Context: an optimization exercise on an open-source flow, tuned for small area, a short achievable clock period and few clock cycles. The choices shown serve that exercise and are no tape-out recipe. Only the layout flow was run in this run; the RTL was not checked for function there. Power and IR drop assume default switching activity.

--- design/flow/flow/run.sh ---
#!/bin/bash
# The standard layout (the standard.sh: ORFS synthesis through finish),
# with repair_timing asked for 8 ns of setup slack at the 12 ns clock, so the
# resizer sizes and buffers the critical paths of this small design.  The
# flow's full output goes to standard.log; ORFS keeps its per-step logs.
set -o pipefail
bash standard.sh SETUP_SLACK_MARGIN=8.0 finish > standard.log 2>&1
--- design/flow/constraint.sdc ---
create_clock -name core_clock -period 12.0 [get_ports {clk}]
set_input_delay 2.4000 -clock core_clock [delete_from_list [all_inputs] [get_ports {clk}]]
set_output_delay 2.4000 -clock core_clock [all_outputs]
set_load 0.01 [all_outputs]
--- design/flow/design.v ---
module pcpi_spi (
    input  wire        clk,
    input  wire        rst,
    input  wire        start,
    input  wire [9:0]  prog_len,
    input  wire        spi_9bit,
    input  wire [2:0]  dsi_lanes,
    input  wire [15:0] hdisplay,
    input  wire [15:0] hsync_start,
    input  wire [15:0] hsync_end,
    input  wire [15:0] htotal,
    input  wire [15:0] vdisplay,
    input  wire [15:0] vsync_start,
    input  wire [15:0] vsync_end,
    input  wire [15:0] vtotal,
    output wire        busy,
    output wire        done,
    output wire [1:0]  result,
    output wire [9:0]  prog_addr,
    input  wire [7:0]  prog_data,
    output reg         ev_valid,
    input  wire        ev_ready,
    output reg         ev_sleep,
    output reg  [7:0]  ev_data,
    output reg         ev_last
);
    localparam [1:0] RES_OK     = 2'd0;
    localparam [1:0] RES_EINVAL = 2'd1;
    localparam [1:0] RES_UNSPEC = 2'd2;
    localparam [3:0] S_IDLE   = 4'd0;
    localparam [3:0] S_OP     = 4'd1;
    localparam [3:0] S_LEN    = 4'd2;
    localparam [3:0] S_BUFLEN = 4'd3;
    localparam [3:0] S_ARG    = 4'd4;
    localparam [3:0] S_FARG   = 4'd5;
    localparam [3:0] S_DATA   = 4'd6;
    localparam [3:0] S_FIN    = 4'd7;
    localparam [3:0] S_SKIPB  = 4'd8;
    localparam [1:0] E_IDLE  = 2'd0;
    localparam [1:0] E_ALIGN = 2'd1;
    localparam [1:0] E_SKIP  = 2'd2;
    localparam [1:0] E_WRITE = 2'd3;
    reg [9:0]   pa;           
    reg         iss;          
    reg         f1;           
    reg [7:0]   q0, q1, q2;   
    reg [1:0]   qc;
    reg [3:0]   st;
    reg         busy_r, done_r;
    reg [1:0]   res;
    reg         mode9, dry, skip, hasstop, stopen, stophere, isdelay;
    reg [9:0]   pc;           
    reg [9:0]   left;         
    reg [9:0]   stop_pc;
    reg [5:0]   wroom;        
    reg [6:0]   dcnt;         
    reg [4:0]   di;           
    reg         dfirst;       
    reg         from_cmd;
    reg [3:0]   eop;          
    reg [2:0]   argi;
    reg [7:0]   ms;
    reg         sl;           
    reg [7:0]   cbuf;         
    reg         eidle_d;
    reg         clr;          
    reg [16:0]  accn;
    reg [4:0]   cnt;
    reg         fl;           
    reg [1:0]   es;
    reg [38:0]  sv;           
    reg [7:0]   eds, edl;
    reg [8:0]   eend;         
    reg [5:0]   er;
    reg [4:0]   eb, ebend;
    reg         efirst;
    reg [2:0]   elo, ehi;
    reg [191:0] cmd;          
    assign busy      = busy_r;
    assign done      = done_r;
    assign result    = res;
    assign prog_addr = pa;
    wire       emit_sl;
    wire [7:0] cmd_rd;
    wire       hv       = (qc != 2'd0);
    wire [7:0] h        = q0;
    wire       eng_idle = (es == E_IDLE);
    wire       room     = !fl && !sl && (cnt <= 5'd8);
    wire       ld_ok    = !ev_valid || ev_ready;
    wire       idle_start = (st == S_IDLE) && start;
    wire [6:0] o   = h[6:0];
    wire       g   = h[7];
    function [9:0] f_dec;
        input [7:0] b;
        reg [6:0] x;
        begin
            x = b[6:0];
            f_dec[0] = (x == 7'h00) || (x > 7'h54);          
            f_dec[1] = (x >= 7'h01) && (x <= 7'h3B);         
            f_dec[2] = (x[6:2] == 5'b10010);                 
            f_dec[3] = (x[6:3] == 4'b1000);                  
            f_dec[4] = (x == 7'h4C);                         
            f_dec[5] = (x == 7'h3C);
            f_dec[6] = (x == 7'h3D);
            f_dec[7] = (x == 7'h3E);
            f_dec[8] = (x == 7'h3F);
            f_dec[9] = x[6];                                 
        end
    endfunction
    reg  [9:0] hd;
    wire d_unknown = hd[0];
    wire d_inline  = hd[1];
    wire d_lane    = hd[2];
    wire d_read    = hd[3];
    wire d_const   = hd[4];
    wire d_3c      = hd[5];
    wire d_3d      = hd[6];
    wire d_3e      = hd[7];
    wire d_3f      = hd[8];
    wire d_hi      = hd[9];
    reg [6:0] body_len;
    always @* begin
        if (d_inline)      body_len = o;
        else if (d_read)   body_len = {4'd0, 3'd2 + {2'd0, g}} + {4'd0, o[2:0]};
        else if (d_const)  body_len = 7'd6;
        else if (d_lane)   body_len = 7'd0;
        else if (d_hi)     body_len = 7'd3;     
        else               body_len = 7'd1;     
    end
    reg  [2:0] lanes_m1;              
    wire lane_miss = (lanes_m1 != {1'b0, o[1:0]});
    wire [7:0] fplen  = (st == S_OP) ? {1'b0, o} : h;
    wire       j_var  = (st != S_OP) || d_inline;
    wire [7:0] jlen   = j_var ? fplen : d_const ? 8'd6 : d_hi ? 8'd3 : 8'd1;
    wire [9:0] jt_a;                 
    wire [9:0] left_j;               
    pcpi_add #(10) u_jt (.a(pc),   .b({2'b00, jlen}),  .ci(1'b1), .s(jt_a),   .co());
    pcpi_add #(10) u_lj (.a(left), .b(~{2'b00, jlen}), .ci(1'b0), .s(left_j), .co());
    wire       cmp_f;                
    pcpi_add #(10) u_cf (.a({2'b00, fplen}), .b(~left), .ci(1'b1), .s(), .co(cmp_f));
    wire       l_small  = (left[9:4] == 6'd0);
    wire [3:0] rd_body  = {2'b00, 1'b1, g} + {1'b0, o[2:0]};    
    wire       cmp_rd   = l_small && ({1'b0, rd_body} >= left[4:0]);
    reg        trunc_op;
    always @* begin
        if (d_inline)      trunc_op = cmp_f;
        else if (d_read)   trunc_op = cmp_rd;
        else if (d_const)  trunc_op = l_small && (left[3:0] <= 4'd6);
        else if (d_lane)   trunc_op = 1'b0;
        else if (d_hi)     trunc_op = l_small && (left[3:0] <= 4'd3);
        else               trunc_op = l_small && (left[3:0] <= 4'd1);
    end
    wire       trunc    = (st == S_OP) ? trunc_op : cmp_f;
    wire [9:0] pc_inc   = inc10(pc);
    wire [9:0] left_dec = ~inc10(~left);
    wire [9:0] pa_inc   = inc10(pa);
    function [9:0] inc10;
        input [9:0] a;
        integer k;
        begin
            for (k = 0; k < 10; k = k + 1)
                inc10[k] = a[k] ^ ((a & ((10'd1 << k) - 10'd1)) == ((10'd1 << k) - 10'd1));
        end
    endfunction
    wire       over   = (fplen[7:6] != 2'b00) || (fplen[5:0] > wroom);
    wire       fp     = mode9 && over;                        
    wire [5:0] wr_fp  = 6'd56 - fplen[5:0];
    wire [5:0] wr_nf  = wroom - fplen[5:0];
    wire       big9   = (fplen > 8'd56);
    wire       big8   = (fplen > 8'd64);
    wire       at_stop = stopen && (pc == stop_pc);
    wire       buf_ok = (h != 8'd0) && (h <= 8'd24);
    wire       wupd = hv && ((st == S_OP && d_inline && !skip && left != 10'd0 && !trunc) ||
                             (st == S_LEN && !skip && !trunc && h != 8'd0) ||
                             (st == S_BUFLEN && buf_ok));
    wire       wclr = hv && st == S_OP && d_3e && !skip && left != 10'd0 && !trunc;
    wire       rec_stop = dry && ((wupd && fp) || wclr);
    reg        cons, jmp, restart, push, set_fl, fin, farg_take, ld_ms, start_data;
    reg [3:0]  n_st;
    reg [1:0]  n_res;
    reg        n_skip, n_hasstop, n_stopen, n_stophere, n_dry, n_isdelay;
    reg [6:0]  n_dcnt;
    reg        n_from_cmd;
    always @* begin
        cons = 1'b0; jmp = 1'b0; restart = 1'b0; push = 1'b0; set_fl = 1'b0; fin = 1'b0;
        farg_take = 1'b0; ld_ms = 1'b0; start_data = 1'b0;
        n_st = st; n_res = res; n_skip = skip; n_hasstop = hasstop; n_stopen = stopen;
        n_stophere = stophere; n_dry = dry; n_isdelay = isdelay;
        n_dcnt = dcnt; n_from_cmd = from_cmd;
        case (st)
        S_OP: begin
            if (left == 10'd0) begin
                n_res = RES_OK;
                if (dry) begin
                    restart = 1'b1;
                end else begin
                    set_fl = 1'b1;
                    n_st   = S_FIN;
                end
            end else if (hv) begin
                if (d_unknown) begin
                    n_res = RES_EINVAL;
                    if (dry && hasstop) restart = 1'b1; else n_st = S_FIN;
                end else if (d_lane) begin
                    cons = 1'b1;
                    if (lane_miss) n_skip = 1'b1;
                end else if (trunc) begin
                    n_res = RES_EINVAL;
                    if (dry && hasstop) restart = 1'b1; else n_st = S_FIN;
                end else if (d_3c) begin
                    cons = 1'b1;
                    n_st = S_LEN;
                end else if (skip) begin
                    n_skip = 1'b0;
                    if (d_read) begin
                        cons   = 1'b1;
                        n_dcnt = body_len;
                        n_st   = S_SKIPB;
                    end else begin
                        jmp    = 1'b1;
                    end
                end else if (d_inline) begin
                                        if (fp) begin
                        if (!dry) set_fl = 1'b1;
                    end
                    if (mode9 && big9) begin
                        n_res = RES_EINVAL;
                        if (dry) restart = 1'b1; else n_st = S_FIN;
                    end else if (dry) begin
                        jmp = 1'b1;
                    end else if (fp && at_stop) begin
                        n_st = S_FIN;
                    end else begin
                        cons       = 1'b1;
                        n_dcnt     = o;
                        n_from_cmd = 1'b0;
                        start_data = 1'b1;
                        n_st       = S_DATA;
                    end
                end else if (d_3d) begin
                    cons = 1'b1;
                    n_st = S_BUFLEN;
                end else if (d_3e || d_3f) begin
                    cons      = 1'b1;
                    n_st      = S_ARG;
                    n_isdelay = d_3e;
                    if (d_3e) begin
                        if (!dry) begin set_fl = 1'b1; n_stophere = at_stop; end
                    end
                end else if (d_read) begin
                    n_res = RES_UNSPEC;
                    if (dry && hasstop) restart = 1'b1; else n_st = S_FIN;
                end else begin
                    if (dry) begin
                        jmp = 1'b1;
                    end else begin
                        cons = 1'b1;
                        n_st = S_FARG;
                    end
                end
            end
        end
        S_LEN: begin
            if (hv) begin
                if (trunc) begin
                    n_res = RES_EINVAL;
                    if (dry && hasstop) restart = 1'b1; else n_st = S_FIN;
                end else if (skip) begin
                    n_skip = 1'b0;
                    jmp    = 1'b1;
                    n_st   = S_OP;
                end else if (h == 8'd0) begin
                    n_res = RES_UNSPEC;
                    if (dry && hasstop) restart = 1'b1; else n_st = S_FIN;
                end else begin
                                        if (fp) begin
                        if (!dry) set_fl = 1'b1;
                    end
                    if (mode9 ? big9 : big8) begin
                        n_res = RES_EINVAL;
                        if (dry) restart = 1'b1; else n_st = S_FIN;
                    end else if (dry) begin
                        jmp  = 1'b1;
                        n_st = S_OP;
                    end else if (fp && at_stop) begin
                        n_st = S_FIN;
                    end else begin
                        cons       = 1'b1;
                        n_dcnt     = h[6:0];
                        n_from_cmd = 1'b0;
                        start_data = 1'b1;
                        n_st       = S_DATA;
                    end
                end
            end
        end
        S_BUFLEN: begin
            if (hv) begin
                if (h == 8'd0 || h > 8'd24) begin
                    n_res = RES_UNSPEC;
                    if (dry && hasstop) restart = 1'b1; else n_st = S_FIN;
                end else begin
                                        if (fp) begin
                        if (!dry) set_fl = 1'b1;
                    end
                    cons = 1'b1;
                    if (dry) begin
                        n_st = S_OP;
                    end else if (fp && at_stop) begin
                        n_st = S_FIN;
                    end else begin
                        n_dcnt     = h[6:0];
                        n_from_cmd = 1'b1;
                        start_data = 1'b1;
                        n_st       = S_DATA;
                    end
                end
            end
        end
        S_ARG: begin
            if (hv && !(isdelay && !dry && sl)) begin
                cons  = 1'b1;
                ld_ms = isdelay && !dry;
                n_st  = stophere ? S_FIN : S_OP;
            end
        end
        S_FARG: begin
            if (hv && (argi != 3'd0 || eng_idle)) begin
                cons      = 1'b1;
                farg_take = 1'b1;
                if (is_c ? (argi == 3'd5) : (argi == 3'd2))
                    n_st = S_OP;
            end
        end
        S_DATA: begin
            if ((from_cmd ? (eng_idle && eidle_d) : hv) && room) begin
                push   = 1'b1;
                cons   = !from_cmd;
                n_dcnt = dcnt - 7'd1;
                if (dcnt == 7'd1) begin
                    if (!mode9) set_fl = 1'b1;
                    n_st = S_OP;
                end
            end
        end
        S_SKIPB: begin
            if (hv) begin
                cons   = 1'b1;
                n_dcnt = dcnt - 7'd1;
                if (dcnt == 7'd1) n_st = S_OP;
            end
        end
        S_FIN: begin
            if (!fl && cnt == 5'd0 && !sl && !ev_valid) begin
                fin  = 1'b1;
                n_st = S_IDLE;
            end
        end
        default: ;
        endcase
        if (rec_stop) n_hasstop = 1'b1;
        if (restart) begin
            n_dry      = 1'b0;
            n_stopen   = (n_res != RES_OK);
            n_skip     = 1'b0;
            n_stophere = 1'b0;
            n_st       = S_OP;
        end
    end
    wire        fjmp  = jmp || restart;
    wire [1:0]  qc_n  = qc + {1'b0, f1};                  
    wire [1:0]  qc_y  = qc + {1'b0, f1} - 2'd1;           
    wire        iss_n = ({1'b0, qc_n} + {2'd0, iss}) <= 3'd2;
    wire        iss_y = ({1'b0, qc_n} + {2'd0, iss}) <= 3'd3;
    always @(posedge clk) begin
        if (cons)
            hd <= (f1 && qc == 2'd1) ? f_dec(prog_data) : f_dec(q1);
        else if (f1 && qc == 2'd0)
            hd <= f_dec(prog_data);
        if (cons) begin
            q0 <= (f1 && qc == 2'd1) ? prog_data : q1;
            q1 <= (f1 && qc == 2'd2) ? prog_data : q2;
            if (f1 && qc == 2'd3) q2 <= prog_data;
        end else if (f1) begin
            if (qc == 2'd0) q0 <= prog_data;
            if (qc == 2'd1) q1 <= prog_data;
            if (qc == 2'd2) q2 <= prog_data;
        end
        if (rst || st == S_IDLE) begin
            pa  <= idle_start ? 10'd1 : 10'd0;
            iss <= 1'b1;
            f1  <= idle_start;
            qc  <= 2'd0;
        end else if (fjmp) begin
            pa  <= restart ? 10'd0 : jt_a;
            iss <= 1'b1;
            f1  <= 1'b0;
            qc  <= 2'd0;
        end else begin
            if (iss) pa <= pa_inc;
            f1  <= iss;
            qc  <= cons ? qc_y : qc_n;
            iss <= cons ? iss_y : iss_n;
        end
    end
    wire [4:0] di_inc = di + 5'd1;
    wire [4:0] cb_idx = start_data ? 5'd0 : (push ? di_inc : di);
    wire idle = (st == S_IDLE);
    always @(posedge clk) begin
        if (rst) begin
            st     <= S_IDLE;
            busy_r <= 1'b0;
            done_r <= 1'b0;
            sl     <= 1'b0;
        end else if (idle) begin
            done_r <= 1'b0;
            sl     <= 1'b0;
            if (start) begin
                st     <= S_OP;
                busy_r <= 1'b1;
            end
        end else begin
            st <= n_st;
            if (ld_ms) sl <= 1'b1;
            else if (emit_sl) sl <= 1'b0;
            if (fin) begin
                done_r <= 1'b1;
                busy_r <= 1'b0;
            end
        end
    end
    always @(posedge clk) begin
        cbuf    <= cmd_rd;
        eidle_d <= eng_idle;
        clr     <= idle_start;
        if (idle) begin
            res      <= RES_OK;
            mode9    <= spi_9bit;
            lanes_m1 <= dsi_lanes - 3'd1;
            dry      <= spi_9bit;
            skip     <= 1'b0;
            hasstop  <= 1'b0;
            stopen   <= 1'b0;
            stophere <= 1'b0;
            pc       <= 10'd0;
            left     <= prog_len;
            wroom    <= 6'd56;
        end else begin
            res      <= n_res;
            skip     <= n_skip;
            hasstop  <= n_hasstop;
            stopen   <= n_stopen;
            stophere <= n_stophere;
            dry      <= n_dry;
            if (restart)   wroom <= 6'd56;
            else if (wupd) wroom <= fp ? wr_fp : wr_nf;
            else if (wclr) wroom <= 6'd56;
            if (rec_stop) stop_pc <= pc;
            if (restart) begin
                pc   <= 10'd0;
                left <= prog_len;
            end else if (jmp) begin
                pc   <= jt_a;
                left <= left_j;
            end else if (cons) begin
                pc   <= pc_inc;
                left <= left_dec;
            end
        end
        isdelay  <= n_isdelay;
        dcnt     <= n_dcnt;
        from_cmd <= n_from_cmd;
        if (start_data) begin
            di     <= 5'd0;
            dfirst <= 1'b1;
        end else if (push) begin
            di     <= di_inc;
            dfirst <= 1'b0;
        end
        if (st == S_OP) eop <= o[3:0];
        if (st == S_OP) is_c <= d_const;
        if (st == S_OP) argi <= 3'd0;
        else if (farg_take) argi <= argi + 3'd1;
        if (ld_ms) ms <= h;
    end
    wire [7:0]  pb      = from_cmd ? cbuf : h;
    wire [8:0]  word    = mode9 ? {!dfirst, pb} : {pb, 1'b1};
    wire [3:0]  sh      = 4'd8 - cnt[3:0];
    wire [16:0] ins     = push ? ({8'd0, ~word} << sh) : 17'd0;
    wire [16:0] t       = accn | ins;
    wire [4:0]  c1      = cnt + (push ? (mode9 ? 5'd9 : 5'd8) : 5'd0);
    wire        fl_end  = fl && (cnt <= 5'd8);
    wire        can_pop = (cnt >= 5'd9) || (push && (mode9 || cnt[3])) || (fl && cnt != 5'd0);
    wire        pop     = can_pop && ld_ok;
    assign      emit_sl = sl && !fl && cnt == 5'd0 && ld_ok;
    always @(posedge clk) begin
        if (rst || idle) begin
            ev_valid <= 1'b0;
            fl       <= 1'b0;
            cnt      <= 5'd0;
            accn     <= 17'd0;
        end else begin
            if (pop) begin
                ev_valid <= 1'b1;
                ev_sleep <= 1'b0;
                ev_data  <= ~t[16:9];
                ev_last  <= fl_end;
                accn     <= {t[8:0], 8'd0};
                cnt      <= fl_end ? 5'd0 : (c1 - 5'd8);
            end else begin
                accn <= t;
                cnt  <= c1;
                if (emit_sl) begin
                    ev_valid <= 1'b1;
                    ev_sleep <= 1'b1;
                    ev_data  <= ms;
                    ev_last  <= 1'b1;
                end else if (ev_ready) begin
                    ev_valid <= 1'b0;
                end
            end
            if (set_fl)
                fl <= 1'b1;
            else if (fl && (cnt == 5'd0 || (pop && fl_end)))
                fl <= 1'b0;
        end
    end
    reg  [1:0]  t_ia;
    always @* begin
        case (eop[2:0])
            3'd5, 3'd1: t_ia = 2'd2;     
            3'd6, 3'd2: t_ia = 2'd3;     
            3'd7, 3'd3: t_ia = 2'd0;     
            default:    t_ia = 2'd1;     
        endcase
    end
    wire        t_v   = !eop[3] && (eop[2:0] != 3'd0);      
    wire [1:0]  t_i   = (argi == 3'd0) ? t_ia : (t_ia - 2'd1);
    wire        t_z   = (argi != 3'd0) && (t_ia == 2'd0);
    reg  [15:0] t_x;
    always @* begin
        case ({t_v, t_i})
            3'd0:    t_x = hdisplay;
            3'd1:    t_x = hsync_start;
            3'd2:    t_x = hsync_end;
            3'd3:    t_x = htotal;
            3'd4:    t_x = vdisplay;
            3'd5:    t_x = vsync_start;
            3'd6:    t_x = vsync_end;
            default: t_x = vtotal;
        endcase
    end
    wire [15:0] t_op  = t_z ? 16'd0 : t_x;
    wire [15:0] t_d;
    wire        t_co;
    pcpi_add #(16, 4) u_td (.a(sv[22:7]), .b(~sv[38:23]), .ci(1'b1), .s(t_d), .co(t_co));
    reg         is_c;             
    wire        kick  = farg_take && (is_c ? (argi == 3'd5) : (argi == 3'd2));
    wire [7:0]  ss    = is_c ? 8'd0 : h;
    wire [8:0]  r9    = {1'b0, ss} + 9'd7 - {6'd0, eds[2:0]};
    wire        evalid = (edl != 8'd0) && (eds < 8'd192);
    wire [8:0]  elast = eend - 9'd1;
    wire        elastb = (eb == ebend);
    wire        kzero = (r9 >= 9'd39);
    wire [38:0] kval  = is_c ? {h, sv[30:7], 7'd0} : {{16{!t_co}}, t_d, 7'd0};
    wire [7:0] emask;
    genvar gq;
    generate
        for (gq = 0; gq < 8; gq = gq + 1) begin : g_mask
            assign emask[gq] = (!efirst || gq[2:0] >= elo) && (!elastb || gq[2:0] <= ehi);
        end
    endgenerate
    always @(posedge clk) begin
        if (rst || idle) begin
            es <= E_IDLE;
        end else begin
            if (kick)
                es <= !evalid ? E_IDLE : (!kzero && r9[5:3] != 3'd0) ? E_SKIP : E_WRITE;
            case (es)
                E_SKIP:  if (er[5:3] == 3'd1) es <= E_WRITE;
                E_WRITE: if (elastb) es <= E_IDLE;
                default: ;
            endcase
        end
    end
    always @(posedge clk) begin
        begin
            if (farg_take) begin
                case (argi)
                    3'd0: begin
                        eds <= h;
                        if (!is_c) sv[22:7] <= t_op;
                    end
                    3'd1: begin
                        edl <= h;
                        if (!is_c) sv[38:23] <= t_op;
                    end
                    3'd2: begin
                        if (is_c) sv[14:7] <= h;
                        else      sv[38:7] <= {{16{!t_co}}, t_d};
                    end
                    3'd3: sv[22:15] <= h;
                    3'd4: sv[30:23] <= h;
                    default: sv[38:31] <= h;
                endcase
                if (argi == 3'd0) sv[6:0] <= 7'd0;
                if (argi == 3'd1) eend <= {1'b0, eds} + {1'b0, h};
            end
            if (kick) begin
                sv     <= kzero ? 39'd0 : (kval >> r9[2:0]);
                er     <= r9[5:0];
                eb     <= eds[7:3];
                efirst <= 1'b1;
                elo    <= eds[2:0];
                if (eend[8] || elast[7:3] >= 5'd24) begin
                    ebend <= 5'd23;
                    ehi   <= 3'd7;
                end else begin
                    ebend <= elast[7:3];
                    ehi   <= elast[2:0];
                end
            end
            case (es)
                E_SKIP: begin
                    sv <= sv >> 8;
                    er <= er - 6'd8;
                end
                E_WRITE: begin
                    sv     <= sv >> 8;
                    eb     <= eb + 5'd1;
                    efirst <= 1'b0;
                end
                default: ;
            endcase
        end
    end
    wire ewr = (es == E_WRITE);
    reg  [7:0] eold;
    wire [4:0] rd_idx  = ewr ? (eb + 5'd1) : (es != E_IDLE) ? eb : (st == S_FARG) ? eds[7:3] : cb_idx;
    assign     cmd_rd  = cmd[{rd_idx, 3'b000} +: 8];
    wire [7:0] wbyte   = clr ? 8'd0 : ((emask & sv[7:0]) | (~emask & eold));
    always @(posedge clk) eold <= cmd_rd;
    integer bi;
    always @(posedge clk) begin
        for (bi = 0; bi < 24; bi = bi + 1)
            if (clr || (ewr && eb == bi[4:0]))
                cmd[bi*8 +: 8] <= wbyte;
    end
endmodule
module pcpi_add #(parameter integer N = 10, parameter integer L = 4) (
    input  wire [N-1:0] a,
    input  wire [N-1:0] b,
    input  wire         ci,
    output wire [N-1:0] s,
    output wire         co
);
    wire [N-1:0]       x = a ^ b;
    wire [N*(L+1)-1:0] gg, pp;
    assign gg[N-1:0] = (a & b) | {{(N-1){1'b0}}, x[0] & ci};
    assign pp[N-1:0] = x;
    genvar k, i;
    generate
        for (k = 0; k < L; k = k + 1) begin : g_lv
            for (i = 0; i < N; i = i + 1) begin : g_bit
                if ((i >> k) & 1) begin : g_op
                    localparam integer J = ((i >> k) << k) - 1;
                    assign gg[(k+1)*N + i] = gg[k*N + i] | (pp[k*N + i] & gg[k*N + J]);
                    assign pp[(k+1)*N + i] = pp[k*N + i] & pp[k*N + J];
                end else begin : g_pass
                    assign gg[(k+1)*N + i] = gg[k*N + i];
                    assign pp[(k+1)*N + i] = pp[k*N + i];
                end
            end
        end
    endgenerate
    assign s  = x ^ {gg[L*N + N - 2 : L*N], ci};
    assign co = gg[L*N + N - 1];
endmodule
--- design/flow/standard.sh ---
#!/bin/bash
# synth_recipe.tcl (not shown) runs the flow's synth.tcl, then flattens the netlist and writes it again
# the make line also repeats each setting of config.mk as NAME=value (left out here)
make -C /OpenROAD-flow-scripts/flow DESIGN_CONFIG=/design/flow/config.mk WORK_HOME=/design/flow/orfs CLKGATE_MAP_FILE= SYNTH_SCRIPT=/design/flow/synth_recipe.tcl "${@:-finish}"
--- design/flow/config.mk ---
export PLATFORM = sky130hd
export DESIGN_NAME = pcpi_spi
export DESIGN_NICKNAME = pcpi_spi
export VERILOG_FILES = /design/flow/design.v
export SDC_FILE = /design/flow/constraint.sdc
export NUM_CORES = 4
export LEC_CHECK = 0
export CAP_MARGIN = 20
export CORE_MARGIN = 2
export CORE_UTILIZATION = 55
export PLACE_DENSITY = 0.65
export SLEW_MARGIN = 20
==> notes.md <==
The post-synthesis net count came out at 3162. The number of max-cap violations is 0. The path class of the tightest hold or removal check is reg -> reg.

The combined global-route utilization of all metal layers came out at 36.6%. The number of instances in the synthesized netlist came out at 2886. The number of H-tree levels is 2. 179 I/O pins were placed. The synthesis warning total came out at 1. The kind of end point of the critical path is a flip-flop.

For the pin with the worst max-slew slack, the measured transition is 1.24 ns. The area overhead of the layout relative to synthesis is 27.8%. The standby leakage power came out at 13.9 nW. TritonCTS built the clock tree. The number of failing hold endpoints at the final stage is 0. The power density over cell area is 246 nW/um^2. The switching part of the total power is 42.0%. The sum of negative setup slack is 0 ns.

The count of pins over their slew limit came out at 0. The combinational power share is 51.4%. The antenna violation net count after detailed routing is 0. By startpoint and endpoint, the worst setup path is classified as reg -> reg. The design draws 8.85 mW. The part of the cycle the worst path needs came out at 35.1%. Leaving out fill and tap cells, the most frequent cell in the layout is sky130_fd_sc_hd__edfxtp_1. The fraction of synthesized area in multiplexers is 6.56%. The DRC violation count after routing came out at 0.

The sequential power share is 29.4%. The clock passes through at most 3 buffers. The worst voltage drop across the vdd grid is 159 uV. The largest family of logic cells by synthesized area is compound AO/OA/AOI/OAI gates. The net count of the finished layout is 3443. The clock buffer count from CTS came out at 48. Fill cells in the final layout number 3648. Once detailed placement completed, the half-perimeter wirelength came to 65500 um. The starting DRC count in detailed routing is 3595. The residual overflow from global routing came out at 0. The synthesized netlist occupies a cell area of 28200 um^2. In this run the standard cell core region covers 50400 um^2. After detailed routing, the average wire length per cell comes to 26.4 um. The flow ran to the end and the layout has no timing, DRC or antenna violations. The clock latency on the worst-skew pair came out at 0.62 ns. STA classifies the critical path startpoint as a flip-flop.

The synthesized flop and latch total is 455. The routability-driven placement congestion ratio is 1.01. Once the floorplan was initialized, standard cells occupied 55.9% of the core.

The combined flip-flop and latch cell area came out at 12800 um^2. The startpoint identified for the worst register-to-register timing path is sv[7]. During placement, the flow inserted port buffers numbering 178.

The number of antenna violations at the first check in global routing came to 2. The number of sinks on the clock net is 455. Clock tree synthesis selected as its root buffer the cell sky130_fd_sc_hd__clkbuf_16.

The power share of the clock group came out at 19.2%. Setup violations remaining at the end of the flow were counted as 0. The multi-input combinational cells in the finished layout cover a total of 15600 um^2. The biggest fanout along the worst timing path is 3. The length of the first detailed-routing pass in iterations came out at 10. The net switching power of the design came out at 3.72 mW. The required arrival time at the worst endpoint came out at 12.36 ns. The via count of the first global-routing pass is 24700.

The average instance in the mapped netlist occupies 9.76 um^2. The cell-internal power came out at 5.13 mW. Headroom to the max-slew limit came out at 17.4%. The vias per cell is 6.67. The largest total area in the synthesized netlist belongs to sky130_fd_sc_hd__edfxtp_1. The full die area is 53100 um^2. Setup repair after global routing could not meet its margin everywhere.

The maximum number of pins on one net before global-route repair came out at 84. After floorplanning, the core was divided into 82 placement rows. The clock period minus final worst setup slack is 4.22 ns.

The fraction of final layout cells with drive strength greater than 1 came out at 19.8%. The number of enable-type register cells in the synthesized netlist is 368. The maximum clock rate came out at 0.237 GHz. The worst hold path begins at accn[4]. In this run, distinct cell masters in the synthesized netlist total 90. For the final database, setup skew stands at 0.0306 ns. The register clock-pin slew on the reported worst setup and hold paths is 0.07 ns. Summed over all layers, the routed wires come to 103000 um.

The fraction of the mapped netlist area in simple logic gates came out at 15.1%. In this run the worst setup path begins at sv[7]. The worst path arrival time came out at 4.57 ns. The xor/xnor share of the synthesized area came out at 2.95%.

By area the synthesized netlist is led by sky130_fd_sc_hd__edfxtp_1 (39%), sky130_fd_sc_hd__dfxtp_1 (6.2%), sky130_fd_sc_hd__ha_1 (4.8%). The top flip-flop cell by instance count after synthesis is sky130_fd_sc_hd__edfxtp_1. The complex-gate fraction of the synthesized area is 19.6%.

The async set-reset flop share out of synthesis came out at 0%. The final route contains 25900 vias. The top cell types in the final layout, fill and taps aside, are sky130_fd_sc_hd__edfxtp_1 (368), sky130_fd_sc_hd__nand2_1 (312), sky130_fd_sc_hd__nor2_1 (226). The die width is 230 um. The share of synthesized area in the top cell type comes to 39.2%. The adder and majority gate portion of the synthesized area came out at 5.76%. The number of diodes is 0. In this run the vertical extent of the chip is 230 um. The first-pass GRT wire length came out at 149000 um. The cts-stage hold buffer count is 0.

The share of synthesized area occupied by flip-flops and latches came out at 45.4%.
==> cells in the mapped netlist (all sizes together), types with 15 or more instances <==
| cell type | number |
|---|---|
| nand4 | 19 |
| o31ai | 25 |
| nand2b | 33 |
| xor2 | 41 |
| a21o | 43 |
| a211oi | 49 |
| and2 | 15 |
| nor4 | 16 |
| ha | 109 |
| clkbuf | 137 |
| o211ai | 19 |
| a221oi | 32 |
| a22oi | 54 |
| xnor2 | 54 |
| o21bai | 20 |
| and3 | 34 |
| mux2 | 37 |
| inv | 125 |
| nor2b | 34 |
| nand2 | 329 |
| a31oi | 46 |
| o22ai | 20 |
| a222oi | 18 |
| mux2i | 107 |
| o21ai | 173 |
| edfxtp | 368 |
| a21oi | 185 |
| nor2 | 249 |
| buf | 43 |
| dfxtp | 87 |
| nand3 | 91 |
| mux4 | 16 |
| nor3 | 54 |
==> final cells by class <==
| cell class | instances | share of cell area (%) |
|---|---|---|
| multi-input cells | 2125 | 43.4 |
| flip-flops and latches | 455 | 35.6 |
| repair buffers | 406 | 12.2 |
| clock buffers | 58 | 3.64 |
| well taps | 672 | 2.34 |
| inverters | 131 | 1.47 |
| clock inverters | 31 | 1.37 |
==> layer usage <==
layer	vias up	share of wire, %	global-route usage (%)
met5	-	0.030	0
met1	12400	38	48.9
met4	4	4.8	14.3
met2	1699	46	58.1
met3	349	11	8.15
li1	11400	-	-
==> path summary, 6_finish.rpt <==
check	slack, ns	endpoint	cells after the start
worst max-delay path	7.78	sv[10]	18
worst min-delay path	0.45	accn[4]	2
worst max register to register	7.78	sv[10]	18
worst min register to register	0.45	accn[4]	2
==> state kept, by name, summed over array words and instances (netlist names), 9 cells and up <==
| name | flops |
|---|---|
| cmd | 192 |
| eend | 9 |
| pa | 10 |
| accn | 17 |
| hd | 10 |
| left | 10 |
| pc | 10 |
| sv | 39 |
| stop_pc | 10 |
==> power by group through the flow <==
stage          logic [mW]  registers [mW]  clock network, mW
2_1_floorplan        2.40            2.45                  0
3_3_place_gp         3.29            2.60                  0
3_5_place_dp         3.34            2.61                  0
4_1_cts              3.93            2.57               1.70
5_1_grt              4.80            2.63               1.77
6_report             4.55            2.60               1.70
==> critical path, cell delays in order, from the launching register on <==
cell and delay [ns]:
sky130_fd_sc_hd__edfxtp_1 0.41, sky130_fd_sc_hd__inv_2 0.10, sky130_fd_sc_hd__ha_4 0.13, sky130_fd_sc_hd__inv_2 0.04, sky130_fd_sc_hd__fa_2 0.35, sky130_fd_sc_hd__a21o_1 0.19
sky130_fd_sc_hd__a21o_1 0.21, sky130_fd_sc_hd__a2111oi_4 0.44, sky130_fd_sc_hd__nor2_2 0.08, sky130_fd_sc_hd__a21o_1 0.19, sky130_fd_sc_hd__fa_2 0.40, sky130_fd_sc_hd__xor2_4 0.17
sky130_fd_sc_hd__buf_6 0.12, sky130_fd_sc_hd__o211ai_1 0.19, sky130_fd_sc_hd__o21ai_2 0.12, sky130_fd_sc_hd__a21oi_2 0.19, sky130_fd_sc_hd__mux2i_1 0.09, sky130_fd_sc_hd__a222oi_1 0.48
sky130_fd_sc_hd__inv_1 0.07
==> logic make-up after synthesis <==
| group | after synthesis |
|---|---|
| simple gates | 926 |
| compound gates | 817 |
| flops | 455 |
| buf+inv | 311 |
| mux | 160 |
| fa+ha+maj | 122 |
| xor+xnor | 95 |
==> through the flow <==
stage | utilization (%) | cell area (um^2) | worst slack [ns] | hold WS (ns) | instances
floorplan | - | 28300 | 7.83 | 0.423 | 2886
global placement | 60.5 | 30500 | 6.72 | 0.433 | 3603
detailed placement | 60.5 | 30500 | 6.63 | 0.440 | 3603
CTS | 68.4 | 34500 | 7.73 | 0.456 | 3807
global route | 71.5 | 36000 | 7.66 | 0.471 | 3878
finish | 71.5 | 36000 | 7.78 | 0.452 | 3878
==> what timing repair did <==
item                                    CTS  global route
gates cloned                             18            11
pin swaps                                63           109
endpoints found under the setup margin  223           195
buffers inserted                         97            60
resized for setup                       198           186

[separate check: timing with driven ports]
The results above use ideal ports. As a check the final layout listed here was re-extracted and re-timed, cells and wires unchanged. Step 1 assumes that a clkbuf_16 drives the clock port and a buf_2 every other input. Step 2, shift: input delay + t, output delay - t, t = (earliest + latest rising clock arrival at the registers) / 2. This alone moves slack from input paths to output paths. a / b / c = ideal ports / drivers / drivers and shift; a / b = the first two.
t, ns: 0.661
setup WS [ns]: 7.784 / 7.784 / 7.276
worst setup path at the end: input to register
slew at the worst register clock pin (ns): 0.07 / 0.07
After both steps this run still meets setup and hold. For this run, drivers alone change the setup slack by 0.000 ns; drivers and shift together by -0.508 ns.
